Source: an optimization exercise on an open RTL-to-GDS flow (aim: small area, a short achievable clock period and few clock cycles per item). Production flows keep margins and buffers that such runs may drop.
Only simulation tests tie the RTL to the original design; equivalence was not proved.
Power and IR drop assume default switching activity.

==> flow/design.v (excerpt) <==
module line_codec (
    input  wire        clk,
    input  wire        rst,           
    input  wire        cmd_valid,
    output wire        cmd_ready,
    input  wire [15:0] cmd,
    input  wire [7:0]  len,
    input  wire [63:0] line_in,
    input  wire [63:0] data_in,       
    output reg         done,
    output wire [15:0] rsp,
    output reg  [63:0] line_q,
    output reg  [63:0] data_q,
    output reg  [14:0] crc_q,
    output wire [7:0]  enstat_q
);
    genvar i;
    wire [3:0] op  = cmd[3:0];
    wire [1:0] fmt = cmd[5:4];
    wire       lb  = cmd[6];
    wire       rsv_ok = (cmd[15:7] == 9'd0);
    wire is_crc  = rsv_ok && (op == 4'h1);
    wire is_dec  = rsv_ok && (op == 4'h2);
    wire is_enc  = rsv_ok && (op == 4'h3);
    wire is_chk  = rsv_ok && (op == 4'h4);
    wire bad_format = (is_dec && (fmt == 2'd3)) ||
                      (is_enc && ((fmt == 2'd3) || (fmt == 2'd0)));
    wire len_gt8 = (len[7:4] != 4'd0) || (len[3] && (len[2:0] != 3'd0));
    wire len_gt6 = (len[7:3] != 5'd0) || (len[2:0] == 3'd7);
    wire bad_length = is_enc && ((fmt == 2'd1) ? (!lb && len_gt8)
                                               : ((fmt == 2'd2) && len_gt6));
    wire ok_crc  = is_crc && (fmt == 2'd0) && !lb;
    wire ok_dec  = is_dec && (fmt != 2'd3) && !lb;
    wire ok_enc  = is_enc && (fmt[1] ^ fmt[0]) && !(fmt[0] && lb) && !bad_length;
    wire ok_chk  = is_chk && (fmt == 2'd0) && !lb;
    wire bad_param = !(ok_crc || ok_dec || ok_enc || ok_chk);
    wire bad_opc   = bad_param && !bad_format && !bad_length;
    wire sel_d  = cmd[2] || (cmd[1] && cmd[0]);             
    wire sel_u  = !(cmd[0] || cmd[2] || cmd[4] || cmd[5]);  
    wire sel_lh = !cmd[2] && !(cmd[1] && cmd[0]);           
    wire sel_ll = !cmd[2] && (cmd[0] ? !cmd[1]              
                                     : (cmd[4] || cmd[5]));
  ...
Size: about 320 I/O pins, roughly 0.0099 mm2 of cells after synthesis.
export LEC_CHECK = 0
export ABC_CLOCK_PERIOD_IN_PS = 3000
export CAP_MARGIN = 20
export CORE_MARGIN = 2
export CORE_UTILIZATION = 45
export SLEW_MARGIN = 20
export SYNTH_HIERARCHICAL = 1
export SYNTH_MINIMUM_KEEP_SIZE = 0
create_clock -name core_clock -period 9.0 [get_ports {clk}]
standard.sh (not shown) runs the stock make flow with config.mk's settings and CLKGATE_MAP_FILE= SYNTH_SCRIPT=/design/flow/synth_recipe.tcl, a recipe that flattens the netlist after the stock synthesis.
==> flow/flow/run.sh <==
#!/bin/bash
# Standard ORFS layout, with the port buffers made from the smallest buffer
# cell, a clock tree of clkbuf_8 (clusters of up to 12 sinks) without dummy loads, and the
# timing repair aimed at a setup slack of MARGIN ns at the 9 ns clock.
set -euo pipefail
MARGIN=$(cat flow/margin.txt)
bash standard.sh \
  BUFFER_PORTS_ARGS="-buffer_cell sky130_fd_sc_hd__buf_1" \
  CTS_ARGS="-sink_clustering_enable -repair_clock_nets -dont_use_dummy_load -buf_list {sky130_fd_sc_hd__clkbuf_8} -sink_clustering_size 12 -sink_clustering_max_diameter 40" \
  SETUP_SLACK_MARGIN=$MARGIN \
  finish > standard.log 2>&1
==> flow/flow/margin.txt <==
6.0
Testbench counts at the start, summed over its fixed seeds: cycles 4,808, items 4,800.
Edit:
--- a/flow/design.v
+++ b/flow/design.v
@@ -71,35 +71,27 @@
     wire [2:0] cls_d = ok_crc ? 3'd1 :
                        ok_dec ? {1'b0, 2'd2} + {1'b0, fmt} :
                        ok_enc ? (fmt[1] ? 3'd6 : 3'd5) :
                        ok_chk ? 3'd7 : 3'd0;
     wire [1:0] cause_d = bad_length ? 2'd3 :
                          bad_format ? 2'd2 :
                          bad_opc    ? 2'd1 : 2'd0;
     reg  [63:0] opnd;
     reg         a_v;                        
     reg  [2:0]  a_cls;
     reg  [1:0]  a_cause;
-    reg         a_ones;                     
-    reg  [2:0]  a_cnt;                      
-    wire [2:0] en_count = (data_in[15:0]  == 16'hA5A5) +
-                          (data_in[31:16] == 16'h5A5A) +
-                          (data_in[47:32] == 16'hA5A5) +
-                          (data_in[63:48] == 16'h5A5A);
     always @(posedge clk) begin
         a_v     <= cmd_valid && !rst;
         opnd    <= opnd_d;
         a_cls   <= cls_d;
         a_cause <= cause_d;
-        a_ones  <= &line_in;
-        a_cnt   <= en_count;
     end
     wire a_crc  = (a_cls == 3'd1);
     wire a_dec  = (a_cls == 3'd2) || (a_cls == 3'd3) || (a_cls == 3'd4);
     wire a_draw = (a_cls == 3'd3);
     wire a_ddes = (a_cls == 3'd4);
     wire a_enc  = (a_cls == 3'd5) || (a_cls == 3'd6);
     wire a_edes = (a_cls == 3'd6);
     wire a_chk  = (a_cls == 3'd7);
     wire a_bp   = (a_cause != 2'd0);
     wire a_c1   = a_cause[1];
     wire a_c0   = a_cause[0];
@@ -495,23 +487,27 @@
     lc_xor2 x203 (.a(syn[5]), .b(m[54]), .y(crc_v[5]));
     lc_xor2 x204 (.a(syn[6]), .b(m[55]), .y(crc_v[6]));
     lc_xor2 x205 (.a(syn[7]), .b(m[56]), .y(crc_v[7]));
     lc_xor2 x206 (.a(syn[8]), .b(m[57]), .y(crc_v[8]));
     lc_xor2 x207 (.a(syn[9]), .b(m[58]), .y(crc_v[9]));
     lc_xor2 x208 (.a(syn[10]), .b(m[59]), .y(crc_v[10]));
     lc_xor2 x209 (.a(syn[11]), .b(m[60]), .y(crc_v[11]));
     lc_xor2 x210 (.a(syn[12]), .b(m[61]), .y(crc_v[12]));
     lc_xor2 x211 (.a(syn[13]), .b(m[62]), .y(crc_v[13]));
     lc_xor2 x212 (.a(syn[14]), .b(m[63]), .y(crc_v[14]));
     wire        crc_ok = (syn == 15'd0);
-    wire        ones   = a_ones;
+    wire        ones   = &opnd;
+    wire [2:0]  a_cnt  = (opnd[15:0]  == 16'hA5A5) +
+                         (opnd[31:16] == 16'h5A5A) +
+                         (opnd[47:32] == 16'hA5A5) +
+                         (opnd[63:48] == 16'h5A5A);
     wire        mm     = a_ddes && !ones && !crc_ok;
     assign cmd_ready = 1'b1;
     reg [5:0] rsp_r;                        
     reg [3:0] enstat_r;
     assign rsp      = {8'd0, rsp_r[5:4], rsp_r[3], 1'b0, rsp_r[2:1], rsp_r[3], rsp_r[0]};
     assign enstat_q = {4'd0, enstat_r};
     reg rst_q;
     always @(posedge clk) rst_q <= rst;
     wire go      = a_v && !rst_q;
     wire wr_crc  = go && a_crc;
     wire dlo_early = go && a_dec && (!a_ddes || ones);
After rerunning: The changed run passed the timing, DRC and antenna checks; worst setup slack improves by 0.13 ns; final area falls by 6.4%; total power decreases by 13%; count of clock-buffer cells in the layout shrinks by 2; synthesized area went down by 1.2%; clock skew goes down by 0.039 ns; synthesized cell count shrinks by 1.6%; global-route usage climbs by 1.1 points; routed wire length goes down by 6.9%; cell count came out lower by 4.6%; non-clock buffer count came out lower by 48; worst hold slack is better by 0.0051 ns; clock power drops by 4.6%; combinational power is lower by 23%.
Testbench counts after the change, summed over its fixed seeds: cycles 4,808, items 4,800.

==> static timing again, ports no longer ideal <==
The results above use ideal ports. As a check the final layouts listed here were re-extracted and re-timed, cells and wires unchanged.
Step 1, drivers: a clkbuf_16 drives clk and a buf_2 each remaining input, both assumed.
Step 2 also shifts input and output timing later by t, the mid clock arrival at the registers, as if the neighbouring blocks saw the same clock.
a / b / c = ideal / step 1 / step 2; a / b = the first two.
| run | shift t [ns] | setup slack, ns | latest minus earliest clock arrival (ns) | slew at the worst register clock pin (ns) | worst data-port slew with drivers (ns) |
|---|---|---|---|---|---|
| the first run | 0.587 | 5.822 / 5.822 / 5.432 | 0.100 / 0.100 | 0.08 / 0.08 | 0.07 |
| the second run | 0.596 | 5.957 / 5.957 / 5.465 | 0.032 / 0.032 | 0.08 / 0.08 | 0.08 |
After both steps setup and hold are still met in every run listed. For the second run, which loses most, drivers alone change the setup slack by 0.000 ns; drivers and shift together by -0.492 ns.
